Context: an optimization exercise on an open-source flow, tuned for small area, a short achievable clock period and few clock cycles. The choices shown serve that exercise and are no tape-out recipe. RTL that was checked went through simulation tests only; none was proved equivalent to the original. No functional check of the RTL was part of runs 1 and 2. The clock cells of runs 4 to 6 come from the design's own scripts or RTL, not from TritonCTS. The clock input has no modelled driver; a real chip could not lean on it and would need a root buffer or a full tree. Power and IR drop assume default switching activity.

<file path="design/flow/design.v">
module daly_rx (
    input  wire        clk,
    input  wire        rst,
    input  wire        start_valid,
    output wire        start_ready,
    input  wire [7:0]  start_cmd,
    input  wire [7:0]  start_n,
    input  wire        start_w2,
    input  wire [7:0]  start_count,
    input  wire        rx_valid,
    output wire        rx_ready,
    input  wire [7:0]  rx_data,
    input  wire        rx_last,
    input  wire        rx_ctl,
    output wire        item_valid,
    input  wire        item_ready,
    output wire [15:0] item_data,
    output wire        log_valid,
    output wire        log_kind,
    output wire [7:0]  log_a,
    output wire [7:0]  log_b,
    output wire        done,
    output wire [7:0]  done_frames,
    output wire [7:0]  done_items,
    output wire [2:0]  done_detail
);
    localparam D_NONE      = 3'd0;
    localparam D_READ_ERR  = 3'd1;
    localparam D_NO_DATA   = 3'd2;
    localparam D_SHORT     = 3'd3;
    localparam D_CHECKSUM  = 3'd4;
    localparam D_COMMAND   = 3'd5;
    reg        sr;             
    reg        rdy;            
    reg        rx_on;          
    reg        done_r;
    reg        emit;           
    reg [2:0]  nx;             
    reg [7:0]  x_cmd;
    reg        x_w2;
    reg [7:0]  rem;            
    reg [7:0]  nleft;          
    reg [3:0]  bc;             
    reg [3:0]  sum_lo;
    reg [3:0]  sum_hi;
    reg        sum_c;
    reg        cmd_ok;
    reg [7:0]  idx;            
    reg [7:0]  pb [0:6];       
    reg        e_r;            
    reg        eq_r;           
    reg        s_r;            
    reg [15:0] itm;            
    reg [7:0]  frames;
    reg [7:0]  series;
    reg [7:0]  la;             
    reg [2:0]  detail;
    reg        log_v;
    reg        log_k;
    assign start_ready = sr;
    assign rx_ready    = rdy;
    assign item_valid  = emit;
    assign item_data   = itm;
    assign log_valid   = log_v;
    assign log_kind    = log_k;
    assign log_a       = la;
    assign log_b       = idx;
    assign done        = done_r;
    assign done_frames = frames;
    assign done_items  = series;
    assign done_detail = detail;
    wire start_take = start_valid && sr;
    wire take  = rx_valid && rdy;
    wire cbeat = take && rx_ctl;
    wire b12   = (bc == 4'd12);
    wire fin_slot = take && b12;
    wire short = take && !rx_ctl && !b12 && rx_last;
    wire [3:0] sum_hr = sum_hi + {3'd0, sum_c};
    wire       first = (bc == 4'd0);
    wire [4:0] lo_n  = {1'b0, first ? 4'd0 : sum_lo} + {1'b0, rx_data[3:0]};
    wire [3:0] hi_n  = (first ? 4'd0 : sum_hi) + rx_data[7:4]
                     + {3'd0, !first && sum_c};
    wire more  = (rem != 8'd0);
    wire okf   = e_r && eq_r && cmd_ok;
    wire lk    = okf && more;
    wire [7:0] frames1 = frames + 8'd1;
    wire mm    = (idx != frames1);
    wire emit_take = emit && item_ready;
    wire last_item = (rem == 8'd1) || (nx == (x_w2 ? 3'd3 : 3'd7));
    wire emit_n    = lk || (emit && !(item_ready && last_item));
    wire rx_on_n   = rx_on && !(cbeat || short || (fin_slot && nleft == 8'd1));
    wire fin_n     = !rx_on_n && !emit_n && !take;
    wire [3:0] freed = x_w2 ? {nx, 1'b0} : {1'b0, nx};
    wire [3:0] bc1   = bc + 4'd1;
    wire stall_t = emit && !b12 && (bc1 >= freed + 4'd5);
    wire stall_h = emit && (bc >= freed + 4'd5);
    wire stall_n = take ? stall_t : stall_h;
    wire [2:0] sel2 = {nx[1:0], 1'b0};
    wire [15:0] item_sel = x_w2 ? {pb[sel2], pb[sel2 + 3'd1]}
                                : {{8{pb[nx][7]}}, pb[nx]};
    always @(posedge clk) begin
        if (take) begin
            sum_lo <= lo_n[3:0];
            sum_c  <= lo_n[4];
            sum_hi <= hi_n;
            if (bc == 4'd2)
                cmd_ok <= (rx_data == x_cmd);
            if (bc == 4'd4)
                idx <= rx_data;
            if (bc == 4'd5)  pb[0] <= rx_data;
            if (bc == 4'd6)  pb[1] <= rx_data;
            if (bc == 4'd7)  pb[2] <= rx_data;
            if (bc == 4'd8)  pb[3] <= rx_data;
            if (bc == 4'd9)  pb[4] <= rx_data;
            if (bc == 4'd10) pb[5] <= rx_data;
            if (bc == 4'd11) pb[6] <= rx_data;
            bc    <= b12 ? 4'd0 : bc1;
        end
        if (fin_slot)
            nleft <= nleft - 8'd1;
        e_r  <= fin_slot;
        eq_r <= (rx_data == {sum_hr, sum_lo});
        s_r  <= short;
        if (e_r) begin
            log_k <= 1'b1;
            if (!eq_r)
                detail <= D_CHECKSUM;
            else if (!cmd_ok)
                detail <= D_COMMAND;
            else
                frames <= frames1;
        end
        if (s_r) begin
            log_k  <= 1'b0;
            detail <= D_SHORT;
            idx    <= 8'd0;
        end
        la <= s_r ? {4'd0, bc} : frames1;
        if (cbeat)
            detail <= rx_data[0] ? D_READ_ERR : D_NO_DATA;
        if (!emit || item_ready)
            itm <= item_sel;
        if (!emit)
            nx <= lk ? 3'd1 : 3'd0;
        if (emit_take) begin
            series <= series + 8'd1;
            rem    <= rem - 8'd1;
            nx     <= nx + 3'd1;
        end
        if (start_take) begin
            x_cmd  <= start_cmd;
            x_w2   <= start_w2;
            rem    <= start_count;
            nleft  <= start_n;
            bc     <= 4'd0;
            frames <= 8'd0;
            series <= 8'd0;
            detail <= D_NONE;
        end
    end
    always @(posedge clk) begin
        emit  <= !rst && emit_n;
        log_v <= !rst && (s_r || (lk && mm));
    end
    always @(posedge clk) begin
        if (rst) begin
            sr     <= 1'b1;
            rdy    <= 1'b0;
            rx_on  <= 1'b0;
            done_r <= 1'b0;
        end else begin
            if (start_take) begin
                sr     <= (start_n == 8'd0);
                rdy    <= (start_n != 8'd0);
                rx_on  <= (start_n != 8'd0);
                done_r <= (start_n == 8'd0);
            end else if (!sr) begin
                rx_on  <= rx_on_n;
                rdy    <= rx_on_n && !stall_n;
                done_r <= fin_n;
                sr     <= fin_n;
            end else begin
                done_r <= 1'b0;
            end
        end
    end
endmodule
</file>
<file path="design/flow/flow/run.sh">
#!/bin/bash
# Standard ORFS layout, with plain buffers on the ports, no dummy clock loads
# and larger sink clusters.
set -euo pipefail
export BUFFER_PORTS_ARGS="-buffer_cell sky130_fd_sc_hd__buf_2"
export CTS_ARGS="-sink_clustering_enable -repair_clock_nets -dont_use_dummy_load -sink_clustering_size 40 -sink_clustering_max_diameter 120 -buf_list sky130_fd_sc_hd__clkbuf_8"
bash standard.sh > standard.log 2>&1
</file>
<file path="design/flow/standard.sh">
#!/bin/bash
# synth_recipe.tcl (not shown) runs the flow's synth.tcl, then flattens the netlist and writes it again
# the make line also repeats each setting of config.mk as NAME=value (left out here)
make -C /OpenROAD-flow-scripts/flow DESIGN_CONFIG=/design/flow/config.mk WORK_HOME=/design/flow/orfs CLKGATE_MAP_FILE= SYNTH_SCRIPT=/design/flow/synth_recipe.tcl "${@:-finish}"
</file>
<file path="design/flow/config.mk">
export PLATFORM = sky130hd
export DESIGN_NAME = daly_rx
export DESIGN_NICKNAME = daly_rx
export VERILOG_FILES = /design/flow/design.v
export SDC_FILE = /design/flow/constraint.sdc
export NUM_CORES = 4
export LEC_CHECK = 0
export ABC_AREA = 1
export CAP_MARGIN = 20
export CORE_MARGIN = 2
export CORE_UTILIZATION = 55
export PLACE_DENSITY = 0.65
export SETUP_SLACK_MARGIN = 4.25
export SLEW_MARGIN = 20
</file>
<file path="design/flow/constraint.sdc">
create_clock -name core_clock -period 6.5 [get_ports {clk}]
set_input_delay 1.3000 -clock core_clock [delete_from_list [all_inputs] [get_ports {clk}]]
set_output_delay 1.3000 -clock core_clock [all_outputs]
set_load 0.01 [all_outputs]
</file>
==> run summary, run 1 <==
fill cell count 1095; Die X 124 um; Hold Path Stages 2; CP startpoint kind flop; Fmax 443 MHz; vias in the first global route 6231; sw frac 24.0%; std cell rows 43; root buffer cell clkbuf_8; GPL Wtd Cong 0.943; antenna violations before repair 0; CP cell instances buf_2; Yosys cell types 41; # DRC 0; share of cells above drive strength 1 23.9%; largest net degree at the start of global routing 27; P_leak 3.84 nW; Area Growth Syn to Fin 19.8%; Clock Skew 0.0134 ns; post-synthesis sequential area ratio 54.5%; post-route minimum period 2.26 ns; worst-margin pin slew 0.806 ns; clock latency on the worst-skew pair 0.45 ns; RSZ-0062 raised after global routing true; Overflow after GRT 0; part of the power in the clock network 28.8%; fin area 9420 um2; Worst Path Required 5.20 ns; CP peak stage delay 0.36 ns; total power 1.88 mW; CTS tree done; clk slew on worst S/H paths 0.07 ns; final setup vio count 0; first-pass GRT wire length 31300 um; Final Hold Viols 0; full die area 15300 um2; die height 124 um; synthesized area 7870 um2; Core Box Area 13900 um2; Ports 97; CP arrival 0.96 ns; Initial Utilization 56.5%; vias per cell 5.63; drt total wl 20200 um; worst-path maximum fanout 1; DP HPWL 13600 um; max cap viols 0; via count 6449; Synth area leaders edfxtp_1 (42%), dfxtp_1 (12%), nand2_1 (8.3%); Reg2Reg Depth 9; critical path depth 1; kind of critical path flop to primary output; CP Capture Type primary output; largest area contributor in the netlist edfxtp_1; Power Density 199 nW/um2; Synth Area per Inst 9.36 um2; VDD IR max 105 uV; CTS Buffer Depth 2; cell family with most CP delay flip-flops; setup TNS 0 ns; cell internal pwr 1.43 mW; flop and latch count out of synthesis 159; Detailed Routing Iterations Pass 1 5; 1st-iter DRT viols 580; Buffers on Ports 96; switching power 0.451 mW; final core occ 67.6%; CP bufs+invs 1; H-tree depth 4; outcome finished clean; Tcrit/Tclk final 34.7%; Antenna Nets Post-Route 0; Diodes inserted 0; NumNets Final 1041; worst min path class flop to flop; cell area after placement 8590 um2; Logic pwr share 10.7%; Cells after Synth 840; Seq pwr share 60.6%; Slew Limit Fails 0; cell at the slowest stage of the critical path edfxtp_1; post-DR wirelength/cell 17.6 um; warnings from Yosys 2; GRT Total Usage 27.4%; CTS buffer count 17; Syn Nets 914; Slew Limit Headroom 45.9%; clock sink count 159; post-synth top area share 42.0%
layer usage:
| layer | global-route usage (%) | vias to the layer above | part of all wire, % |
|---|---|---|---|
| li1 | - | 3119 | - |
| met1 | 36.6 | 3042 | 43 |
| met2 | 44.1 | 239 | 48 |
| met3 | 5.40 | 49 | 6.4 |
| met4 | 10.8 | 0 | 2.3 |
| met5 | 0 | - | 0 |
synthesized netlist by cell type (all sizes together):
| cell | instances |
|---|---|
| nor3 | 15 |
| nand4 | 16 |
| buf | 11 |
| and2 | 2 |
| o211ai | 10 |
| fa | 3 |
| ha | 31 |
| or2 | 2 |
| xnor2 | 23 |
| nor4 | 4 |
| a221oi | 9 |
| a31oi | 6 |
| a211oi | 1 |
| nor2 | 83 |
| a22oi | 1 |
| inv | 83 |
| a21o | 2 |
| edfxtp | 110 |
| a21oi | 43 |
| o21ai | 84 |
| nor3b | 2 |
| a22o | 1 |
| nand3b | 4 |
| nand2 | 177 |
| xor2 | 15 |
| nand3 | 38 |
| clkbuf | 14 |
| dfxtp | 49 |
| clkinv | 1 |
state kept, by name, indices dropped and copies added, names as in the netlist, 3 cells and up:
signal,cells
bc,4
detail,3
frames,8
idx,8
itm,16
la,8
nleft,8
nx,3
pb,56
rem,8
series,8
sum_hi,4
sum_lo,4
x_cmd,8
final timing paths:
check                         start  slack [ns]                     end
max reg2reg         nx[0]$_DFFE_PP_        4.27        itm[9]$_DFFE_PP_
min          series[7]$_SDFFE_PP0P_        0.48  series[7]$_SDFFE_PP0P_
min reg2reg  series[7]$_SDFFE_PP0P_        0.48  series[7]$_SDFFE_PP0P_
max               itm[10]$_DFFE_PP_        4.24           item_data[10]
through the flow:
step,hold WS (ns),instances,setup WS (ns)
global route,0.492,1145,4.12
floorplan,0.456,840,4.13
global placement,0.456,1092,2.58
finish,0.479,1145,4.24
detailed placement,0.468,1093,2.71
CTS,0.476,1135,4.22
cell families after synthesis:
| group | Yosys count | share of synthesized area [%] |
|---|---|---|
| adders and majority gates | 34 | 5.69 |
| buffers and inverters | 109 | 5.61 |
| AOI/OAI and AO/OA | 157 | 11.2 |
| and+or+nand+nor | 343 | 18.8 |
| xor gates and xnor gates | 38 | 4.23 |
| DFF | 159 | 54.5 |
layout by cell type (no fill, tap or decap), types with 10 or more instances in the layout:
cell type,n
a21oi_1,40
clkbuf_8,17
o21ai_1,10
xnor2_1,22
nand3_1,38
xor2_1,15
nor2_1,78
dfxtp_1,13
nand2_1,169
dfxtp_2,24
buf_2,67
inv_1,73
o21ai_0,74
nand4_1,16
ha_1,26
dfxtp_4,12
buf_4,34
o211ai_1,10
buf_6,30
edfxtp_1,110
layout make-up:
class	count	area, um2	share of cell area [%]
sequential	159	4360	46.3
clock buffer	17	234	2.48
timing repair buffer	133	963	10.2
tap	180	225	2.39
inverter	84	338	3.58
multi-input combinational	572	3300	35.1
timing repair:
item                                    4_1_cts  5_1_grt
hold endpoints to repair                      0        0
pin swaps                                     1        3
gates resized for setup                      57       42
hold buffers                                  0        0
buffers inserted                             25       10
endpoints found under the setup margin      132       74
power by group through the flow:
stage	Combinational, mW	Clock [mW]	Sequential [mW]
floorplan	0.115	0	1.16
detailed placement	0.181	0	1.17
finish	0.200	0.540	1.14
global route	0.224	0.584	1.14
global placement	0.170	0	1.16
CTS	0.194	0.550	1.14
==> inputs of run 2 (changes only) <==
--- a/design/flow/config.mk
+++ b/design/flow/config.mk
@@ -5,7 +5,6 @@
 export SDC_FILE = /design/flow/constraint.sdc
 export NUM_CORES = 4
 export LEC_CHECK = 0
-export ABC_AREA = 1
 export CAP_MARGIN = 20
 export CORE_MARGIN = 2
 export CORE_UTILIZATION = 55
==> run 2 against run 1 <==
Effect of this change:
- still clean
- critical path depth increased by 9
- clock-buffer cell count unchanged
- power about the same
- utilization increased by 0.36 points
- synthesized cell count fell by 16%
- combinational power barely moved
- wire length fell by 6.0%
- flip-flop and latch count unchanged
- maximum frequency fell by 2.4%
- clock skew increased by 0.0074 ns
- critical path type is now flop to flop
==> run summary, run 2 <==
root buffer cell clkbuf_8 (unchanged); full die area 15100 um2 (was 15300 um2); synth cell count leaders edfxtp_1 (110), nand2_1 (79), dfxtp_1 (49) (was nand2_1 (174), edfxtp_1 (110), nor2_1 (82)); number of hold buffers added after CTS 0 (unchanged); post-synth top area share 42.5% (was 42.0%); post-synthesis sequential area ratio 55.1% (was 54.5%); first-pass GRT wire length 29100 um (was 31300 um); antenna violations before repair 0 (unchanged); met2 Usage GRT 41.3% (was 44.1%); most used flip-flop cell after synthesis edfxtp_1 (unchanged); Multi-input gate area 3380 um2 (was 3300 um2); vias per cell 5.92 (was 5.63); worst-margin pin slew 0.866 ns (was 0.806 ns); # DRC 0 (unchanged); met3 Use GR 4.98% (was 5.40%); GRT Total Usage 25.8% (was 27.4%); 1st-iter DRT viols 595 (was 580); async set or reset register ratio after synthesis 0% (unchanged); Fmax 432 MHz (was 443 MHz); via count 5992 (was 6449); die height 123 um (was 124 um); worst-path maximum fanout 5 (was 1); Synth area leaders edfxtp_1 (42%), dfxtp_1 (13%), ha_1 (5.0%) (was edfxtp_1 (42%), dfxtp_1 (12%), nand2_1 (8.3%)); most frequent cells in the layout edfxtp_1 (110), nand2_1 (75), buf_2 (73) (was nand2_1 (169), edfxtp_1 (110), nor2_1 (78)); commonest non-fill, non-tap cell in the layout edfxtp_1 (was nand2_1); Overflow after GRT 0 (unchanged); Synth Area per Inst 11.0 um2 (was 9.36 um2); setup ws final 4.19 ns (was 4.24 ns); biggest regs pb: 56 flops, itm: 16 flops (unchanged); Slew Limit Headroom 42.3% (was 45.9%); Area Growth Syn to Fin 20.8% (was 19.8%); Final Hold Viols 0 (unchanged); WHS 0.476 ns (was 0.479 ns); flop and latch count out of synthesis 159 (unchanged); final setup vio count 0 (unchanged); outcome finished clean (unchanged); GPL Wtd Cong 0.857 (was 0.943); CP startpoint kind flop (unchanged); VDD IR max 127 uV (was 105 uV); CP cell instances inv_2 -> nor2_1 -> ha_1 -> inv_2 -> ha_4 -> a21bo_4 -> a21oi_2 -> nor3_1 -> a311o_1 -> a41o_1 (was buf_2); clock latency on the worst-skew pair 0.46 ns (was 0.45 ns); Diodes inserted 0 (unchanged); share of cells above drive strength 1 29.6% (was 23.9%); DP HPWL 12200 um (was 13600 um); Post-synth EDFFs 110 (unchanged); Tcrit/Tclk final 35.6% (was 34.7%); NumNets Final 908 (was 1041); final core occ 68.0% (was 67.6%); Antenna Nets Post-Route 0 (unchanged); largest net degree at the start of global routing 41 (was 27); warnings from Yosys 2 (unchanged); setup TNS 0 ns (unchanged); synthesized area 7780 um2 (was 7870 um2); Worst Path Required 6.85 ns (was 5.20 ns); Power Density 200 nW/um2 (was 199 nW/um2); clk slew on worst S/H paths 0.08 ns (was 0.07 ns); Die X 123 um (was 124 um); H-tree depth 4 (unchanged); max cap viols 0 (unchanged); Clock Skew 0.0209 ns (was 0.0134 ns); Core Box Area 13800 um2 (was 13900 um2); CP Capture Type flop (was primary output); pre-CTS setup slack 3.42 ns (was 2.71 ns); Top reg by flops pb (unchanged); crit-path most repeated cell inv_2; Yosys cell types 61 (was 41); CP peak stage delay 0.48 ns (was 0.36 ns); max reg flops 56 (unchanged); most common cell in the netlist edfxtp_1 (was nand2_1); Placed Cells 951 (was 1093); CTS Buffer Depth 2 (unchanged); Register Area 4360 um2 (about the same); Slew Limit Fails 0 (unchanged); post-route insts no fill 1012 (was 1145); most used routing layer met2 (unchanged); Detailed Routing Iterations Pass 1 6 (was 5); Initial Utilization 56.3% (was 56.5%); worst min path class flop to flop (unchanged); clock sink count 159 (unchanged); Buffers on Ports 96 (unchanged); post-DR wirelength/cell 18.7 um (was 17.6 um); kind of critical path flop to flop (was flop to primary output); P_leak 3.71 nW (was 3.84 nW); largest area contributor in the netlist edfxtp_1 (unchanged); vias in the first global route 5690 (was 6231); drt total wl 19000 um (was 20200 um); RSZ-0062 raised after global routing true (unchanged); cell at the slowest stage of the critical path edfxtp_1 (unchanged); post-route minimum period 2.31 ns (was 2.26 ns); CP arrival 2.67 ns (was 0.96 ns); CTS tree done (unchanged); met1 Usage GRT 35.0% (was 36.6%); fill cell count 1051 (was 1095); Ports 97 (unchanged); std cell rows 43 (unchanged); CTS buffer count 17 (unchanged); Syn Nets 780 (was 914); Cells after Synth 706 (was 840)
run 2: layout make-up:
type | count | share of cell area, %
Clock buffer | 17 | 2.49
Tap cell | 180 | 2.40
Inverter | 27 | 1.24
Timing Repair Buffer | 145 | 11.5
Sequential cell | 159 | 46.4
Multi-Input combinational cell | 484 | 36.0
run 2: worst paths after layout:
check                     startpoint                  to  slack (ns)  cells past startpoint
hold reg to reg   log_k$_SDFFE_PP0P_  log_k$_SDFFE_PP0P_        0.48                      2
setup reg to reg     nx[0]$_DFFE_PP_    rdy$_SDFFE_PP0P_        4.19                     10
hold / removal    log_k$_SDFFE_PP0P_  log_k$_SDFFE_PP0P_        0.48                      2
setup / recovery     nx[0]$_DFFE_PP_    rdy$_SDFFE_PP0P_        4.19                     10
run 2: critical path, delay by kind of cell, from the launching register on:
family | cells | cell delay (ns)
fa+ha+maj | 2 | 0.53
simple gates | 2 | 0.12
buf+inv | 2 | 0.17
compound gates | 4 | 0.90
flops | 1 | 0.48
run 2: report_power, final:
group          internal [mW]  total, mW  leakage (nW)  switching [mW]
combinational         0.0882      0.203          2.13           0.115
sequential              1.11       1.14          1.46          0.0218
clock                  0.231      0.540         0.122           0.309
run 2: what timing repair did:
| item | in CTS | in global routing |
|---|---|---|
| endpoints found under the setup margin | 109 | 79 |
| pin swaps | 5 | 13 |
| gates resized for setup | 72 | 34 |
| buffers inserted | 35 | 6 |
| cloned | 2 | 1 |
run 2: logic make-up (layout without fill, tap and decap cells):
group | count (synthesis) | after routing | share of synthesized area (%)
buf+inv | 64 | 189 | 3.36
flops | 159 | 159 | 55.1
simple gates | 218 | 219 | 13.7
compound gates | 160 | 160 | 13.9
fa+ha+maj | 34 | 34 | 5.76
mux | 9 | 9 | 1.29
xor+xnor | 62 | 62 | 6.98
run 2: per-stage QoR:
stage / total power, mW / cell area (um2)
floorplan: 1.28 / 7880
global placement: 1.34 / 8440
detailed placement: 1.35 / 8440
CTS: 1.88 / 9180
global route: 1.96 / 9400
finish: 1.88 / 9400
run 2: layer usage:
layer	part of all wire (%)	vias up	routed length, um
li1	-	2845	-
met1	44	2861	8260
met2	47	259	8880
met3	7.7	27	1460
met4	1.9	0	365
met5	0	-	0
==> inputs of run 3 (changes only) <==
--- a/design/flow/design.v
+++ b/design/flow/design.v
@@ -41,15 +41,14 @@
     reg [7:0]  rem;            
     reg [7:0]  nleft;          
     reg [3:0]  bc;             
-    reg [3:0]  sum_lo;
-    reg [3:0]  sum_hi;
-    reg        sum_c;
+    reg [7:0]  d_r;
+    reg        v_r;            
+    reg        s_r;            
+    reg        k_r;            
+    reg [7:0]  sum;            
     reg        cmd_ok;
     reg [7:0]  idx;            
     reg [7:0]  pb [0:6];       
-    reg        e_r;            
-    reg        eq_r;           
-    reg        s_r;            
     reg [15:0] itm;            
     reg [7:0]  frames;
     reg [7:0]  series;
@@ -71,27 +70,22 @@
     assign done_detail = detail;
     wire start_take = start_valid && sr;
     wire take  = rx_valid && rdy;
-    wire cbeat = take && rx_ctl;
     wire b12   = (bc == 4'd12);
-    wire fin_slot = take && b12;
+    wire [3:0] bc1 = bc + 4'd1;
     wire short = take && !rx_ctl && !b12 && rx_last;
-    wire [3:0] sum_hr = sum_hi + {3'd0, sum_c};
-    wire       first = (bc == 4'd0);
-    wire [4:0] lo_n  = {1'b0, first ? 4'd0 : sum_lo} + {1'b0, rx_data[3:0]};
-    wire [3:0] hi_n  = (first ? 4'd0 : sum_hi) + rx_data[7:4]
-                     + {3'd0, !first && sum_c};
+    wire rx_on_n = rx_on && !(take && (rx_ctl || (b12 ? nleft == 8'd1 : rx_last)));
+    wire e_r   = v_r && (bc == 4'd0);      
+    wire eq    = (d_r == sum);
     wire more  = (rem != 8'd0);
-    wire okf   = e_r && eq_r && cmd_ok;
+    wire okf   = e_r && eq && cmd_ok;
     wire lk    = okf && more;
     wire [7:0] frames1 = frames + 8'd1;
     wire mm    = (idx != frames1);
     wire emit_take = emit && item_ready;
     wire last_item = (rem == 8'd1) || (nx == (x_w2 ? 3'd3 : 3'd7));
     wire emit_n    = lk || (emit && !(item_ready && last_item));
-    wire rx_on_n   = rx_on && !(cbeat || short || (fin_slot && nleft == 8'd1));
     wire fin_n     = !rx_on_n && !emit_n && !take;
     wire [3:0] freed = x_w2 ? {nx, 1'b0} : {1'b0, nx};
-    wire [3:0] bc1   = bc + 4'd1;
     wire stall_t = emit && !b12 && (bc1 >= freed + 4'd5);
     wire stall_h = emit && (bc >= freed + 4'd5);
     wire stall_n = take ? stall_t : stall_h;
@@ -99,45 +93,44 @@
     wire [15:0] item_sel = x_w2 ? {pb[sel2], pb[sel2 + 3'd1]}
                                 : {{8{pb[nx][7]}}, pb[nx]};
     always @(posedge clk) begin
-        if (take) begin
-            sum_lo <= lo_n[3:0];
-            sum_c  <= lo_n[4];
-            sum_hi <= hi_n;
-            if (bc == 4'd2)
-                cmd_ok <= (rx_data == x_cmd);
-            if (bc == 4'd4)
-                idx <= rx_data;
-            if (bc == 4'd5)  pb[0] <= rx_data;
-            if (bc == 4'd6)  pb[1] <= rx_data;
-            if (bc == 4'd7)  pb[2] <= rx_data;
-            if (bc == 4'd8)  pb[3] <= rx_data;
-            if (bc == 4'd9)  pb[4] <= rx_data;
-            if (bc == 4'd10) pb[5] <= rx_data;
-            if (bc == 4'd11) pb[6] <= rx_data;
-            bc    <= b12 ? 4'd0 : bc1;
+        if (take)
+            bc <= b12 ? 4'd0 : bc1;
+        d_r <= rx_data;
+        v_r <= !rst && take;
+        s_r <= !rst && short;
+        k_r <= !rst && take && rx_ctl;
+        if (v_r) begin
+            sum <= (bc == 4'd1 ? 8'd0 : sum) + d_r;
+            if (bc == 4'd3)
+                cmd_ok <= (d_r == x_cmd);
+            if (bc == 4'd5)
+                idx <= d_r;
+            if (bc == 4'd6)  pb[0] <= d_r;
+            if (bc == 4'd7)  pb[1] <= d_r;
+            if (bc == 4'd8)  pb[2] <= d_r;
+            if (bc == 4'd9)  pb[3] <= d_r;
+            if (bc == 4'd10) pb[4] <= d_r;
+            if (bc == 4'd11) pb[5] <= d_r;
+            if (bc == 4'd12) pb[6] <= d_r;
         end
-        if (fin_slot)
+        if (e_r) begin
             nleft <= nleft - 8'd1;
-        e_r  <= fin_slot;
-        eq_r <= (rx_data == {sum_hr, sum_lo});
-        s_r  <= short;
-        if (e_r) begin
             log_k <= 1'b1;
-            if (!eq_r)
+            if (!eq)
                 detail <= D_CHECKSUM;
             else if (!cmd_ok)
                 detail <= D_COMMAND;
             else
                 frames <= frames1;
         end
+        if (k_r)
+            detail <= d_r[0] ? D_READ_ERR : D_NO_DATA;
         if (s_r) begin
             log_k  <= 1'b0;
             detail <= D_SHORT;
             idx    <= 8'd0;
         end
         la <= s_r ? {4'd0, bc} : frames1;
-        if (cbeat)
-            detail <= rx_data[0] ? D_READ_ERR : D_NO_DATA;
         if (!emit || item_ready)
             itm <= item_sel;
         if (!emit)
--- a/design/flow/config.mk
+++ b/design/flow/config.mk
@@ -5,9 +5,10 @@
 export SDC_FILE = /design/flow/constraint.sdc
 export NUM_CORES = 4
 export LEC_CHECK = 0
+export ABC_AREA = 1
 export CAP_MARGIN = 20
 export CORE_MARGIN = 2
 export CORE_UTILIZATION = 55
 export PLACE_DENSITY = 0.65
-export SETUP_SLACK_MARGIN = 4.25
+export SETUP_SLACK_MARGIN = 4.3
 export SLEW_MARGIN = 20
==> run 3 against run 2 <==
Effect of this change:
- synthesized cell count is 20% higher
- wire length is 4.5% higher
- sequential share of layout area is 0.26 points higher
- flip-flop and latch count is 7 higher
- synthesized area is 2.8% higher
- power is 7.7% higher
- critical endpoint is now item_data[9]
- largest cell class unchanged
==> run summary, run 3 <==
post-synthesis sequential area ratio 55.2% (was 55.1%); Area Growth Syn to Fin 20.6% (was 20.8%); Overflow after GRT 0 (unchanged); Diodes inserted 0 (unchanged); Slew Limit Fails 0 (unchanged); hold path endpoint log_k$_SDFFE_PP0P_ (unchanged); clock sink count 166 (was 159); Synth area leaders edfxtp_1 (41%), dfxtp_1 (14%), nand2_1 (7.0%) (was edfxtp_1 (42%), dfxtp_1 (13%), ha_1 (5.0%)); die height 125 um (was 123 um); WHS 0.488 ns (was 0.476 ns); Power Density 210 nW/um2 (was 200 nW/um2); Buffers on Ports 96 (unchanged); Core Box Area 14400 um2 (was 13800 um2); worst-path maximum fanout 1 (was 5); root buffer cell clkbuf_8 (unchanged); switching power 0.497 mW (was 0.446 mW); CTS buffer count 17 (unchanged); post-synth top area share 40.9% (was 42.5%); most used flip-flop cell after synthesis edfxtp_1 (unchanged); Fmax 437 MHz (was 432 MHz); post-DR wirelength/cell 17.0 um (was 18.7 um); commonest non-fill, non-tap cell in the layout nand2_1 (was edfxtp_1); most common cell in the netlist nand2_1 (was edfxtp_1); final setup vio count 0 (unchanged); number of hold buffers added after CTS 0 (unchanged); total power 2.02 mW (was 1.88 mW); VDD IR max 129 uV (was 127 uV); Top reg by flops pb (unchanged); vias per cell 5.57 (was 5.92); Worst Path Required 5.20 ns (was 6.85 ns); worst min path class flop to flop (unchanged); max reg flops 56 (unchanged); largest net degree at the start of global routing 27 (was 41); Ports 97 (unchanged); first-pass GRT wire length 31900 um (was 29100 um); largest area contributor in the netlist edfxtp_1 (unchanged); most frequent cells in the layout nand2_1 (147), edfxtp_1 (109), nor2_1 (84) (was edfxtp_1 (110), nand2_1 (75), buf_2 (73)); cell at the slowest stage of the critical path edfxtp_1 (unchanged); synthesized area 8000 um2 (was 7780 um2); post-route minimum period 2.29 ns (was 2.31 ns); H-tree depth 4 (unchanged); biggest regs pb: 56 flops, itm: 16 flops (unchanged); Synth Area per Inst 9.47 um2 (was 11.0 um2); kind of critical path flop to primary output (was flop to flop); share of cells above drive strength 1 25.8% (was 29.6%); hold path startpoint log_k$_SDFFE_PP0P_ (unchanged); R2R Setup Slk 4.38 ns (was 4.19 ns); part of the power in the clock network 27.0% (was 28.7%); setup ws final 4.21 ns (was 4.19 ns); CTS Buffer Depth 2 (unchanged); Critical R2R Launch bc[1]$_SDFFE_PP0P_ (was nx[0]$_DFFE_PP_); cell internal pwr 1.53 mW (was 1.43 mW); P_leak 3.93 nW (was 3.71 nW); GPL Wtd Cong 0.857 (about the same); Clock Skew 0.0326 ns (was 0.0209 ns); synth cell count leaders nand2_1 (149), edfxtp_1 (109), nor2_1 (86) (was edfxtp_1 (110), nand2_1 (79), dfxtp_1 (49)); RSZ-0062 raised after global routing true (unchanged); Hold Path Stages 2 (unchanged); Final Hold Viols 0 (unchanged); sw frac 24.6% (was 23.7%); critical path depth 1 (was 10); clk slew on worst S/H paths 0.09 ns (was 0.08 ns); 1st-iter DRT viols 635 (was 595); Tcrit/Tclk final 35.2% (was 35.6%); Antenna Nets Post-Route 0 (unchanged); cell family with most CP delay flip-flops (was compound AO/OA/AOI/OAI gates); Initial Utilization 55.7% (was 56.3%); CP startpoint kind flop (unchanged); Yosys cell types 46 (was 61); clock latency on the worst-skew pair 0.46 ns (about the same); async set or reset register ratio after synthesis 0% (unchanged); CP Capture Type primary output (was flop); Post-synth EDFFs 109 (was 110); # DRC 0 (unchanged); NumNets Final 1052 (was 908); antenna violations before repair 0 (unchanged); full die area 15500 um2 (was 15100 um2); Slew Limit Headroom 35.7% (was 42.3%); fill cell count 1159 (was 1051); DP HPWL 13200 um (was 12200 um); pre-CTS setup slack 2.84 ns (was 3.42 ns); Die X 125 um (was 123 um); worst-margin pin slew 0.961 ns (was 0.866 ns); CP cell instances buf_2 (was inv_2 -> nor2_1 -> ha_1 -> inv_2 -> ha_4 -> a21bo_4 -> a21oi_2 -> nor3_1 -> a311o_1 -> a41o_1); flop and latch count out of synthesis 166 (was 159); CTS tree done (unchanged); warnings from Yosys 2 (unchanged); via count 6478 (was 5992); std cell rows 44 (was 43); drt total wl 19800 um (was 19000 um); Syn Nets 915 (was 780); Cells after Synth 844 (was 706); RR Endpoint sum[6]$_DFFE_PP_ (was rdy$_SDFFE_PP0P_); CP bufs+invs 1 (was 2); CP peak stage delay 0.39 ns (was 0.48 ns); Detailed Routing Iterations Pass 1 5 (was 6); Reg2Reg Depth 13 (was 10); vias in the first global route 6445 (was 5690); GRT Total Usage 26.0% (was 25.8%); outcome finished clean (unchanged); Seq pwr share 60.1% (was 60.5%); setup TNS 0 ns (unchanged); final core occ 67.1% (was 68.0%); CP arrival 0.99 ns (was 2.67 ns); max cap viols 0 (unchanged); Logic pwr share 12.9% (was 10.8%)
[run 3: changes by cell type after synthesis, moves of 9 or more]
cell / change
nand2_1: +70
inv_1: +56
nor2_1: +40
o21ai_0: +27
nand3_1: +24
a222oi_1: -23
o21ai_1: +17
xnor2_1: -14
and2_1: -13
a21o_1: -12
clkbuf_1: -11
o21ai_2: +9
[run 3: worst max path at each step]
stage / start / end / slack (ns)
floorplan: start_valid / rem[3]$_DFFE_PP_ / 4.30
global placement: start_valid / rdy$_SDFFE_PP0P_ / 2.88
detailed placement: start_valid / rdy$_SDFFE_PP0P_ / 2.84
CTS: itm[3]$_DFFE_PP_ / item_data[3] / 4.20
global route: itm[9]$_DFFE_PP_ / item_data[9] / 4.15
finish: itm[9]$_DFFE_PP_ / item_data[9] / 4.21
[run 3: cell families after synthesis]
family,synth area share [%]
AND/OR/NAND/NOR,16.2
flip-flops,55.2
buffers and inverters,5.84
XOR/XNOR,4.60
adder cells (fa/ha/maj),4.94
AO/OA/AOI/OAI,13.2
[run 3: cell type report]
type	instances	area, um2	share of cell area (%)
inverters	93	365	3.79
repair buffers	141	1050	10.9
well taps	184	230	2.39
multi-input cells	562	3270	33.9
clock buffers	17	234	2.43
flip-flops and latches	166	4500	46.7
[run 3: routing by layer]
metal | vias up | wire, um | global-route usage, %
met5 | - | 0 | 0
met4 | 0 | 419 | 8.39
met3 | 42 | 1430 | 5.71
met2 | 267 | 9830 | 43.8
met1 | 3022 | 8150 | 33.6
li1 | 3147 | - | -
[run 3: timing repair]
| action | in CTS | in global routing |
|---|---|---|
| resized for setup | 100 | 23 |
| pin swaps | 5 | 4 |
| buffers inserted | 33 | 11 |
| setup endpoints to repair | 124 | 83 |
[run 3: power groups by stage]
stage	Combinational, mW	Clock, mW	Sequential, mW
after floorplan	0.142	0	1.24
after global placement	0.209	0	1.24
after detailed placement	0.215	0	1.24
after CTS	0.254	0.557	1.22
after global routing	0.294	0.608	1.22
final	0.261	0.546	1.22
[run 3: worst reg2reg max path: cells and delay by family, from the launching register on]
kind	cells	cell delay, ns
flip-flops	1	0.35
adder cells (fa/ha/maj)	3	0.69
buffers and inverters	3	0.15
AO/OA/AOI/OAI	2	0.24
AND/OR/NAND/NOR	4	0.32
XOR/XNOR	1	0.11
[run 3: through the flow]
stage	cell area, um2	cells
CTS	9460	1152
detailed placement	8620	1102
finish	9640	1163
global placement	8620	1102
global route	9640	1163
floorplan	8020	844
Testbench counts of run 3, summed over its fixed seeds: cycles 56,088.
==> inputs of run 4 (changes only) <==
==> design/flow/flow/run.sh (replaced) <==
#!/bin/bash
# The standard ORFS layout, with two changes: the ports get plain buf_2
# buffers, and the clock tree is built by hand (flow/manual_cts.tcl, run as
# ORFS's PRE_CTS hook) as two levels of clkbuf_16 buffers.
set -euo pipefail
here=$(cd "$(dirname "${BASH_SOURCE[0]}")" && pwd)
export BUFFER_PORTS_ARGS="-buffer_cell sky130_fd_sc_hd__buf_2"
export PRE_CTS_TCL="$here/manual_cts.tcl"
bash standard.sh > standard.log 2>&1
==> design/flow/flow/manual_cts.tcl (new file) <==
# PRE_CTS_TCL hook: builds the clock tree by hand and leaves ORFS's
# clock_tree_synthesis with nothing to do. The clock port drives four root
# clkbuf_16 buffers; each drives two leaf clkbuf_16 buffers, and each leaf
# drives the flip-flops of one placement region (regions made by splitting
# the flip-flops at the median, along the wider side, three times). Every
# register sits two buffers from the clock port. The rest of the CTS step
# (legalizing, timing repair) runs as usual.

# Splits items {x y ...} into k groups by recursive median bisection.
proc mct_bisect {items k} {
  if {$k <= 1 || [llength $items] < 2} { return [list $items] }
  set xs [lsort -integer [lmap i $items {lindex $i 0}]]
  set ys [lsort -integer [lmap i $items {lindex $i 1}]]
  set dx [expr {[lindex $xs end] - [lindex $xs 0]}]
  set dy [expr {[lindex $ys end] - [lindex $ys 0]}]
  set sorted [lsort -integer -index [expr {$dx >= $dy ? 0 : 1}] $items]
  set k1 [expr {$k / 2}]
  set n1 [expr {[llength $sorted] * $k1 / $k}]
  return [concat [mct_bisect [lrange $sorted 0 [expr {$n1 - 1}]] $k1] \
                 [mct_bisect [lrange $sorted $n1 end] [expr {$k - $k1}]]]
}

proc mct_centroid {grp} {
  set sx 0
  set sy 0
  foreach s $grp {
    incr sx [lindex $s 0]
    incr sy [lindex $s 1]
  }
  return [list [expr {$sx / [llength $grp]}] [expr {$sy / [llength $grp]}]]
}

proc mct_add_buf {block master name loc innet} {
  set inst [odb::dbInst_create $block $master $name]
  $inst setLocation {*}$loc
  $inst setPlacementStatus PLACED
  set net [odb::dbNet_create $block "${name}_net"]
  $net setSigType CLOCK
  [$inst findITerm A] connect $innet
  [$inst findITerm X] connect $net
  return $net
}

proc manual_clock_tree {nroot nleaf bufname} {
  set block [ord::get_db_block]
  set master [[ord::get_db] findMaster $bufname]
  set clknet [$block findNet clk]
  set sinks {}
  foreach it [$clknet getITerms] {
    lassign [[$it getInst] getLocation] x y
    lappend sinks [list $x $y $it]
  }
  set leaves [mct_bisect $sinks $nleaf]
  set litems {}
  set i 0
  foreach grp $leaves {
    lappend litems [list {*}[mct_centroid $grp] $i]
    incr i
  }
  set r 0
  foreach rgrp [mct_bisect $litems $nroot] {
    set rnet [mct_add_buf $block $master "clkroot_$r" [mct_centroid $rgrp] $clknet]
    foreach l $rgrp {
      set i [lindex $l 2]
      set grp [lindex $leaves $i]
      set lnet [mct_add_buf $block $master "clkleaf_$i" [lrange $l 0 1] $rnet]
      foreach s $grp {
        set it [lindex $s 2]
        $it disconnect
        $it connect $lnet
      }
      puts "manual clock tree: clkroot_$r -> clkleaf_$i -> [llength $grp] clock pins"
    }
    incr r
  }
}

manual_clock_tree 4 8 sky130_fd_sc_hd__clkbuf_16
set_propagated_clock [all_clocks]
rename clock_tree_synthesis orfs_clock_tree_synthesis_unused
proc clock_tree_synthesis {args} {
  puts "clock_tree_synthesis skipped: the clock tree was built by the PRE_CTS hook"
}
--- a/design/flow/config.mk
+++ b/design/flow/config.mk
@@ -10,5 +10,5 @@
 export CORE_MARGIN = 2
 export CORE_UTILIZATION = 55
 export PLACE_DENSITY = 0.65
-export SETUP_SLACK_MARGIN = 4.3
+export SETUP_SLACK_MARGIN = 4.2
 export SLEW_MARGIN = 20
==> run 4 against run 3 <==
Effect of this change:
- register-to-register slack got worse by 0.12 ns
- final cell count is 3.5% lower
- critical path depth unchanged
- critical path type unchanged
- highest routed layer unchanged
==> run summary, run 4 <==
worst-margin pin slew 0.900 ns (was 0.961 ns); GRT Total Usage 23.3% (was 26.0%); most used routing layer met2 (unchanged); P_leak 3.71 nW (was 3.93 nW); Seq pwr share 58.6% (was 60.1%); Worst Path Required 5.20 ns (about the same); Area Growth Syn to Fin 13.8% (was 20.6%); most frequent cells in the layout nand2_1 (147), edfxtp_1 (109), buf_2 (96) (was nand2_1 (147), edfxtp_1 (109), nor2_1 (84)); cell at the slowest stage of the critical path dfxtp_1 (was edfxtp_1); final core occ 63.3% (was 67.1%); Buffers on Ports 96 (unchanged); antenna violations before repair 0 (unchanged); most common cell in the netlist nand2_1 (unchanged); Synth Area per Inst 9.47 um2 (unchanged); largest net degree at the start of global routing 40 (was 27); Die X 125 um (unchanged); Tcrit/Tclk final 34.7% (was 35.2%); Slew Limit Fails 0 (unchanged); synthesized area 8000 um2 (unchanged); vias in the first global route 6047 (was 6445); RSZ-0062 raised after global routing true (unchanged); CP peak stage delay 0.48 ns (was 0.39 ns); GPL Wtd Cong 0.909 (was 0.857); CP Capture Type primary output (unchanged); NumNets Final 1011 (was 1052); switching power 0.475 mW (was 0.497 mW); setup TNS 0 ns (unchanged); Power Density 228 nW/um2 (was 210 nW/um2); fill cell count 1224 (was 1159); Ports 97 (unchanged); max reg flops 56 (unchanged); DP HPWL 13300 um (was 13200 um); post-DR wirelength/cell 16.6 um (was 17.0 um); biggest regs pb: 56 flops, itm: 16 flops (unchanged); total power 2.08 mW (was 2.02 mW); first-pass GRT wire length 30100 um (was 31900 um); std cell rows 44 (unchanged); met2 Usage GRT 40.4% (was 43.8%); part of the power in the clock network 30.5% (was 27.0%); full die area 15500 um2 (unchanged); commonest non-fill, non-tap cell in the layout nand2_1 (unchanged); Diodes inserted 0 (unchanged); CP startpoint kind flop (unchanged); most used flip-flop cell after synthesis edfxtp_1 (unchanged); fin area 9100 um2 (was 9640 um2); CP bufs+invs 1 (unchanged); VDD IR max 146 uV (was 129 uV); Final Hold Viols 0 (unchanged); number of hold buffers added after CTS 0 (unchanged); die height 125 um (unchanged); Synth area leaders edfxtp_1 (41%), dfxtp_1 (14%), nand2_1 (7.0%) (unchanged); flop and latch count out of synthesis 166 (unchanged); met3 Use GR 2.88% (was 5.71%); post-synth top area share 40.9% (unchanged); sw frac 22.9% (was 24.6%); Clock Skew 0.0145 ns (was 0.0326 ns); setup ws final 4.24 ns (was 4.21 ns); largest area contributor in the netlist edfxtp_1 (unchanged); warnings from Yosys 2 (unchanged); cell family with most CP delay flip-flops (unchanged); synth cell count leaders nand2_1 (149), edfxtp_1 (109), nor2_1 (86) (unchanged); pre-CTS setup slack 3.25 ns (was 2.84 ns); Initial Utilization 55.7% (unchanged); CP arrival 0.96 ns (was 0.99 ns); worst min path class flop to flop (unchanged); cell internal pwr 1.60 mW (was 1.53 mW); clock latency on the worst-skew pair 0.28 ns (was 0.46 ns); via count 6197 (was 6478); share of cells above drive strength 1 18.3% (was 25.8%); drt total wl 18600 um (was 19800 um); post-synthesis sequential area ratio 55.2% (unchanged); CP cell instances buf_2 (unchanged); met1 Usage GRT 32.0% (was 33.6%); kind of critical path flop to primary output (unchanged); Yosys cell types 46 (unchanged); Detailed Routing Iterations Pass 1 5 (unchanged); Slew Limit Headroom 39.7% (was 35.7%); # DRC 0 (unchanged); max cap viols 0 (unchanged); async set or reset register ratio after synthesis 0% (unchanged); outcome finished clean (unchanged); clk slew on worst S/H paths 0.08 ns (was 0.09 ns); Logic pwr share 10.9% (was 12.9%); Antenna Nets Post-Route 0 (unchanged); Overflow after GRT 0 (unchanged); final setup vio count 0 (unchanged); Cells after Synth 844 (unchanged); 1st-iter DRT viols 498 (was 635); cell area after placement 8610 um2 (was 8620 um2); Fmax 443 MHz (was 437 MHz); Core Box Area 14400 um2 (unchanged); Top reg by flops pb (unchanged); Syn Nets 915 (unchanged); Post-synth EDFFs 109 (unchanged); worst-path maximum fanout 7 (was 1); post-route minimum period 2.26 ns (was 2.29 ns); vias per cell 5.52 (was 5.57)
[run 4: cell counts after synthesis]
No cell type changed its count.
[run 4: routing by layer]
layer  wire length [um]  share of wire [%]
met3               1350                7.2
met1               8110                 43
met5                  0                  0
met2               8860                 48
met4                327                1.8
[run 4: stage by stage]
| step | instances | hold WS (ns) |
|---|---|---|
| after floorplan | 844 | 0.469 |
| after global placement | 1103 | 0.435 |
| after detailed placement | 1103 | 0.443 |
| after CTS | 1119 | 0.456 |
| after global routing | 1122 | 0.471 |
| final | 1122 | 0.453 |
[run 4: final timing paths]
| kind | end | startpoint | slack, ns | cells past startpoint |
|---|---|---|---|---|
| setup / recovery | done_frames[0] | frames[0]$_SDFFE_PP0P_ | 4.24 | 1 |
| hold / removal | detail[2]$_SDFFE_PP0P_ | detail[2]$_SDFFE_PP0P_ | 0.45 | 2 |
| setup reg to reg | sum[6]$_DFFE_PP_ | bc[1]$_SDFFE_PP0P_ | 4.26 | 13 |
| hold reg to reg | detail[2]$_SDFFE_PP0P_ | detail[2]$_SDFFE_PP0P_ | 0.45 | 2 |
[run 4: timing repair]
action,in CTS,in global routing
gates resized for setup,17,15
setup buffers,4,3
pin swaps,3,3
endpoints found under the setup margin,71,21
[run 4: cell type report]
| class | instances | area [um2] | share of cell area, % |
|---|---|---|---|
| sequential | 166 | 4420 | 48.6 |
| multi-input combinational | 562 | 3230 | 35.5 |
| timing repair buffer | 105 | 564 | 6.20 |
| inverter | 93 | 352 | 3.87 |
| tap | 184 | 230 | 2.53 |
| buffer | 12 | 300 | 3.30 |
[run 4: cell families after synthesis]
kind of cell	count (synthesis)	synth area share (%)
xor+xnor	42	4.60
compound gates	180	13.2
fa+ha+maj	31	4.94
flops	166	55.2
buf+inv	116	5.84
simple gates	309	16.2
[run 4: power groups by stage]
stage	clock (mW)	sequential, mW	combinational [mW]
after floorplan	0	1.24	0.140
after global placement	0	1.24	0.208
after detailed placement	0	1.24	0.213
after CTS	0.641	1.22	0.223
after global routing	0.679	1.22	0.257
final	0.633	1.22	0.227
==> inputs of run 5 (changes only) <==
--- a/design/flow/config.mk
+++ b/design/flow/config.mk
@@ -10,5 +10,5 @@
 export CORE_MARGIN = 2
 export CORE_UTILIZATION = 55
 export PLACE_DENSITY = 0.65
-export SETUP_SLACK_MARGIN = 4.2
+export SETUP_SLACK_MARGIN = 4.4
 export SLEW_MARGIN = 20
==> run 5 against run 4 <==
Effect of this change:
- still clean on timing, DRC and antenna
- combinational power up about 10%
- first-iteration DRC count up 42%
- global-route usage up 1.3 points
- register-to-register slack better by 0.14 ns
- sequential power about the same
- worst setup slack better by 0.15 ns
==> run summary, run 5 <==
outcome finished clean (unchanged); die height 125 um (unchanged); first-pass GRT wire length 31600 um (was 30100 um); worst-path maximum fanout 3 (was 7); VDD IR max 146 uV (about the same); most frequent cells in the layout nand2_1 (142), edfxtp_1 (109), buf_2 (93) (was nand2_1 (147), edfxtp_1 (109), buf_2 (96)); Overflow after GRT 0 (unchanged); Worst Path Required 5.20 ns (about the same); Slew Limit Fails 0 (unchanged); most common cell in the netlist nand2_1 (unchanged); Reg2Reg Depth 11 (was 13); post-route minimum period 2.11 ns (was 2.26 ns); drt total wl 20400 um (was 18600 um); DP HPWL 13600 um (was 13300 um); commonest non-fill, non-tap cell in the layout nand2_1 (unchanged); Final Hold Viols 0 (unchanged); GRT Total Usage 24.7% (was 23.3%); Buffers on Ports 96 (unchanged); post-synthesis sequential area ratio 55.2% (unchanged); R2R Setup Slk 4.40 ns (was 4.26 ns); synth cell count leaders nand2_1 (149), edfxtp_1 (109), nor2_1 (86) (unchanged); largest net degree at the start of global routing 27 (was 40); async set or reset register ratio after synthesis 0% (unchanged); Critical R2R Launch nx[1]$_SDFFCE_PN0P_ (was bc[1]$_SDFFE_PP0P_); Register Area 4500 um2 (was 4420 um2); vias per cell 5.55 (was 5.52); number of hold buffers added after CTS 0 (unchanged); Cells after Synth 844 (unchanged); hold path endpoint detail[2]$_SDFFE_PP0P_ (unchanged); Placed Cells 1102 (was 1103); Detailed Routing Iterations Pass 1 5 (unchanged); setup TNS 0 ns (unchanged); std cell rows 44 (unchanged); Ports 97 (unchanged); cell at the slowest stage of the critical path dfxtp_1 (unchanged); kind of critical path flop to primary output (unchanged); portion of netlist area occupied by mux cells 0% (unchanged); final core occ 68.5% (was 63.3%); RR Endpoint itm[8]$_DFFE_PP_ (was sum[6]$_DFFE_PP_); Top reg by flops pb (unchanged); most used flip-flop cell after synthesis edfxtp_1 (unchanged); share of cells above drive strength 1 28.1% (was 18.3%); cell family with most CP delay flip-flops (unchanged); WHS 0.456 ns (was 0.453 ns); post-route insts no fill 1182 (was 1122); Post-synth EDFFs 109 (unchanged); largest area contributor in the netlist edfxtp_1 (unchanged); Antenna Nets Post-Route 0 (unchanged); RSZ-0062 raised after global routing true (unchanged); P_leak 4.11 nW (was 3.71 nW); post-synthesis adder-cell area fraction 4.94% (unchanged); fill cell count 1134 (was 1224); CP peak stage delay 0.37 ns (was 0.48 ns); clk slew on worst S/H paths 0.09 ns (was 0.08 ns); worst min path class flop to flop (unchanged); CP startpoint kind flop (unchanged); flop and latch count out of synthesis 166 (unchanged); antenna violations before repair 0 (unchanged); NumNets Final 1071 (was 1011); CP bufs+invs 1 (unchanged); Yosys cell types 46 (unchanged); Power Density 213 nW/um2 (was 228 nW/um2); CP Capture Type primary output (unchanged); # DRC 0 (unchanged); Fmax 475 MHz (was 443 MHz); 1st-iter DRT viols 707 (was 498); max cap viols 0 (unchanged); Syn Nets 915 (unchanged); Diodes inserted 0 (unchanged); via count 6558 (was 6197); Area Growth Syn to Fin 23.2% (was 13.8%); fin area 9850 um2 (was 9100 um2); Synth Area per Inst 9.47 um2 (unchanged); GPL Wtd Cong 0.931 (was 0.909); full die area 15500 um2 (unchanged); clock latency on the worst-skew pair 0.28 ns (about the same); vias in the first global route 6109 (was 6047); Die X 125 um (unchanged); Hold Path Stages 2 (unchanged); Slew Limit Headroom 43.7% (was 39.7%); compound-cell area share of the yosys netlist 13.2% (unchanged); final setup vio count 0 (unchanged); Clock Skew 0.0148 ns (was 0.0145 ns); simple-gate area share of the yosys netlist 16.2% (unchanged); post-DR wirelength/cell 17.3 um (was 16.6 um); Initial Utilization 55.7% (unchanged); Synth area leaders edfxtp_1 (41%), dfxtp_1 (14%), nand2_1 (7.0%) (unchanged); warnings from Yosys 2 (unchanged); Core Box Area 14400 um2 (unchanged); largest family of logic cells by synthesized area simple AND/OR/NAND/NOR gates (unchanged); worst-margin pin slew 0.841 ns (was 0.900 ns); Multi-input gate area 3370 um2 (was 3230 um2); synthesized area 8000 um2 (unchanged); post-synth top area share 40.9% (unchanged); max reg flops 56 (unchanged); cell area after placement 8630 um2 (was 8610 um2); Tcrit/Tclk final 32.4% (was 34.7%); hold path startpoint detail[2]$_SDFFE_PP0P_ (unchanged); CP arrival 0.81 ns (was 0.96 ns); biggest regs pb: 56 flops, itm: 16 flops (unchanged); CP cell instances buf_2 (unchanged); Post-Synth XOR/XNOR Area 4.60% (unchanged)
==> run 5: cell counts after synthesis <==
No cell type changed its count.
==> run 5: cell type report <==
class / instances / share of cell area, %
Tap cell: 184 / 2.34
Inverter: 93 / 3.95
Sequential cell: 166 / 45.7
Timing Repair inverter: 1 / 0.165
Timing Repair Buffer: 163 / 10.6
Multi-Input combinational cell: 563 / 34.3
Buffer: 12 / 3.05
==> run 5: power by group <==
group          total (mW)  internal [mW]  switching (mW)
clock network       0.637          0.330           0.307
registers            1.21           1.17          0.0399
logic               0.250          0.108           0.141
total                2.10           1.61           0.488
==> run 5: metal layers <==
layer | vias to the layer above | wire [um] | track usage [%]
li1 | 3187 | - | -
met1 | 3071 | 8850 | 34.8
met2 | 268 | 9840 | 42.4
met3 | 32 | 1380 | 2.66
met4 | 0 | 337 | 3.83
met5 | - | 0 | 0
==> run 5: stage by stage <==
| stage | worst slack, ns | total power, mW |
|---|---|---|
| 2_1_floorplan | 4.40 | 1.38 |
| 3_3_place_gp | 3.46 | 1.45 |
| 3_5_place_dp | 3.40 | 1.45 |
| 4_1_cts | 4.33 | 2.09 |
| 5_1_grt | 4.26 | 2.18 |
| 6_report | 4.39 | 2.10 |
==> run 5: worst max path at each step <==
| stage | from | cells past startpoint | slack (ns) | to |
|---|---|---|---|---|
| after global routing | nx[0]$_DFFE_PP_ | 14 | 4.26 | rdy$_SDFFE_PP0P_ |
| final | rdy$_SDFFE_PP0P_ | 1 | 4.39 | rx_ready |
| after detailed placement | start_valid | 8 | 3.40 | rdy$_SDFFE_PP0P_ |
| after global placement | start_valid | 8 | 3.46 | rdy$_SDFFE_PP0P_ |
| after CTS | nx[0]$_DFFE_PP_ | 14 | 4.33 | rdy$_SDFFE_PP0P_ |
| after floorplan | item_ready | 8 | 4.40 | series[7]$_SDFFE_PP0P_ |
==> run 5: cells by family (layout without fill, tap and decap cells) <==
logic type                 after synthesis  in the layout
AOI/OAI and AO/OA                      180            181
xor gates and xnor gates                42             42
adders and majority gates               31             31
buffers and inverters                  116            269
DFF                                    166            166
and+or+nand+nor                        309            309
==> run 5: timing repair <==
item,CTS,global route
setup endpoints to repair,116,86
resized for setup,67,51
pin swaps,8,19
gates cloned,2,0
buffers inserted,26,40
==> inputs of run 6 (changes only) <==
--- a/design/flow/config.mk
+++ b/design/flow/config.mk
@@ -8,7 +8,7 @@
 export ABC_AREA = 1
 export CAP_MARGIN = 20
 export CORE_MARGIN = 2
-export CORE_UTILIZATION = 55
-export PLACE_DENSITY = 0.65
-export SETUP_SLACK_MARGIN = 4.4
+export CORE_UTILIZATION = 65
+export PLACE_DENSITY = 0.75
+export SETUP_SLACK_MARGIN = 4.25
 export SLEW_MARGIN = 20
==> run 6 against run 5 <==
Effect of this change:
- critical path depth stayed put
- sequential power hardly changed
- largest cell class unchanged
- largest power group unchanged
- utilization is 8.4 points higher
- still clean
- synthesized cell count stayed put
- cell area is 6.2% lower
- maximum frequency is 5.8% lower
==> run summary, run 6 <==
Buffers on Ports 96 (unchanged); vias in the first global route 6122 (was 6109); Die X 115 um (was 125 um); max cap viols 0 (unchanged); Yosys cell types 46 (unchanged); clock latency on the worst-skew pair 0.29 ns (was 0.28 ns); max reg flops 56 (unchanged); 1st-iter DRT viols 718 (was 707); most common cell in the netlist nand2_1 (unchanged); largest area contributor in the netlist edfxtp_1 (unchanged); setup TNS 0 ns (unchanged); clk slew on worst S/H paths 0.08 ns (was 0.09 ns); RSZ-0062 raised after global routing true (unchanged); first-pass GRT wire length 30900 um (was 31600 um); worst min path class flop to flop (unchanged); Synth area leaders edfxtp_1 (41%), dfxtp_1 (14%), nand2_1 (7.0%) (unchanged); NumNets Final 1025 (was 1071); GPL Wtd Cong 0.889 (was 0.931); Antenna Nets Post-Route 0 (unchanged); via count 6501 (was 6558); biggest regs pb: 56 flops, itm: 16 flops (unchanged); Slew Limit Fails 0 (unchanged); commonest non-fill, non-tap cell in the layout nand2_1 (unchanged); post-synthesis sequential area ratio 55.2% (unchanged); Ports 97 (unchanged); Overflow after GRT 0 (unchanged); flop and latch count out of synthesis 166 (unchanged); CP cell instances buf_2 (unchanged); pre-CTS setup slack 3.00 ns (was 3.40 ns); Cells after Synth 844 (unchanged); CP Capture Type primary output (unchanged); drt total wl 19500 um (was 20400 um); synth cell count leaders nand2_1 (149), edfxtp_1 (109), nor2_1 (86) (unchanged); CP bufs+invs 1 (unchanged); setup ws final 4.26 ns (was 4.39 ns); fill cell count 809 (was 1134); cell at the slowest stage of the critical path dfxtp_1 (unchanged); Top reg by flops pb (unchanged); most used flip-flop cell after synthesis edfxtp_1 (unchanged); Clock Skew 0.0121 ns (was 0.0148 ns); Power Density 227 nW/um2 (was 213 nW/um2); cell family with most CP delay flip-flops (unchanged); Initial Utilization 66.6% (was 55.7%); CP arrival 0.94 ns (was 0.81 ns); DP HPWL 13400 um (was 13600 um); critical path depth 1 (unchanged); CP startpoint kind flop (unchanged); final setup vio count 0 (unchanged); outcome finished clean (unchanged); P_leak 3.81 nW (was 4.11 nW); total power 2.10 mW (about the same); Fmax 447 MHz (was 475 MHz); std cell rows 40 (was 44); Diodes inserted 0 (unchanged); Hold Path Stages 2 (unchanged); antenna violations before repair 0 (unchanged); Worst Path Required 5.20 ns (about the same); share of cells above drive strength 1 20.8% (was 28.1%); final core occ 76.9% (was 68.5%); post-route minimum period 2.24 ns (was 2.11 ns); worst-margin pin slew 0.880 ns (was 0.841 ns); Final Hold Viols 0 (unchanged); VDD IR max 155 uV (was 146 uV); Area Growth Syn to Fin 15.6% (was 23.2%); Tcrit/Tclk final 34.4% (was 32.4%); most frequent cells in the layout nand2_1 (147), edfxtp_1 (109), buf_2 (96) (was nand2_1 (142), edfxtp_1 (109), buf_2 (93)); Synth Area per Inst 9.47 um2 (unchanged); Multi-input gate area 3290 um2 (was 3370 um2); Register Area 4430 um2 (was 4500 um2); Post-synth EDFFs 109 (unchanged); largest net degree at the start of global routing 45 (was 27); Detailed Routing Iterations Pass 1 7 (was 5); die height 115 um (was 125 um); Syn Nets 915 (unchanged); CP peak stage delay 0.47 ns (was 0.37 ns); warnings from Yosys 2 (unchanged); # DRC 0 (unchanged); post-DR wirelength/cell 17.8 um (was 17.3 um); Reg2Reg Depth 12 (was 11); worst-path maximum fanout 4 (was 3); full die area 13200 um2 (was 15500 um2); GRT Total Usage 29.3% (was 24.7%); synthesized area 8000 um2 (unchanged); Slew Limit Headroom 41.1% (was 43.7%); kind of critical path flop to primary output (unchanged); Core Box Area 12000 um2 (was 14400 um2); async set or reset register ratio after synthesis 0% (unchanged); post-synth top area share 40.9% (unchanged); vias per cell 5.92 (was 5.55); fin area 9240 um2 (was 9850 um2); cell area after placement 8560 um2 (was 8630 um2)
[run 6: cell counts after synthesis]
Identical to the previous run, type by type.
[run 6: area by class of cell]
type / count / share of cell area (%)
multi-input cells: 562 / 35.5
plain buffers: 12 / 3.25
well taps: 147 / 1.99
flip-flops and latches: 166 / 47.9
inverters: 93 / 4.07
repair buffers: 119 / 7.20
[run 6: repair_timing]
item | in CTS | in global routing
gates cloned | 0 | 0
setup endpoints to repair | 83 | 21
buffers inserted | 5 | 17
endpoints found under the hold margin | 0 | 0
resized for setup | 26 | 30
hold buffers | 0 | 0
pin swaps | 3 | 9
[run 6: routing by layer]
layer | GRT usage, % | vias up | share of wire (%)
met5 | 0 | - | 0
met4 | 8.84 | 0 | 3.2
met3 | 2.69 | 50 | 8.4
met2 | 49.1 | 341 | 47
met1 | 41.1 | 3009 | 41
li1 | - | 3101 | -
[run 6: report_power, final]
part | total (mW) | switching [mW] | leakage [nW] | internal, mW
clock | 0.638 | 0.308 | 0.148 | 0.330
sequential | 1.22 | 0.0433 | 1.51 | 1.17
combinational | 0.243 | 0.140 | 2.16 | 0.103
total | 2.10 | 0.491 | 3.81 | 1.61
[run 6: cell families (layout without fill, tap and decap cells)]
group / count (synthesis) / count (layout) / share of synthesized area, %
buf+inv: 116 / 224 / 5.84
flops: 166 / 166 / 55.2
fa+ha+maj: 31 / 31 / 4.94
xor+xnor: 42 / 42 / 4.60
compound gates: 180 / 180 / 13.2
simple gates: 309 / 309 / 16.2
[run 6: path summary, 6_finish.rpt]
check,from,to,slack [ns]
setup / recovery,sr$_SDFF_PP1_,start_ready,4.26
hold reg to reg,detail[2]$_SDFFE_PP0P_,detail[2]$_SDFFE_PP0P_,0.46
setup reg to reg,bc[0]$_SDFFE_PP0P_,sum[6]$_DFFE_PP_,4.29
hold / removal,detail[2]$_SDFFE_PP0P_,detail[2]$_SDFFE_PP0P_,0.46
[run 6: per-stage QoR]
stage          std cells  hold WS [ns]
2_1_floorplan        844         0.469
3_3_place_gp        1065         0.441
3_5_place_dp        1065         0.438
4_1_cts             1082         0.460
5_1_grt             1099         0.502
6_report            1099         0.462

==> afterwards: timing with drivers on the ports <==
Ports are ideal in the flow. The routed layouts listed here were re-timed in OpenROAD. Step 1 (the two cells are an assumption about what drives the block):
set clk [get_ports {clk}]
set_driving_cell -lib_cell sky130_fd_sc_hd__clkbuf_16 $clk
set_driving_cell -lib_cell sky130_fd_sc_hd__buf_2 [delete_from_list [all_inputs] $clk]
Step 2 adds t to the input delays and takes it off the output delays; t is the mean of the earliest and latest rising clock arrival at the registers after step 1. Input paths then give back, and output paths get back, about the clock's delay inside the block. Three values: ideal ports, drivers, drivers and shift; two values: the first two.
run | shift t [ns] | setup slack, ns | cell pins on the clock port's net
run 1 | 0.485 | 4.242 / 4.203 / 3.829 | 1
run 2 | 0.481 | 4.187 / 4.187 / 3.805 | 1
run 3 | 0.482 | 4.213 / 4.176 / 3.940 | 1
run 4 | 0.364 | 4.245 / 4.154 / 4.044 | 4
run 5 | 0.366 | 4.394 / 4.303 / 4.165 | 4
run 6 | 0.370 | 4.264 / 4.172 / 4.013 | 4
After both steps every run listed still meets setup and hold. For run 1, which loses most, drivers alone change the setup slack by -0.039 ns; drivers and shift together by -0.413 ns.
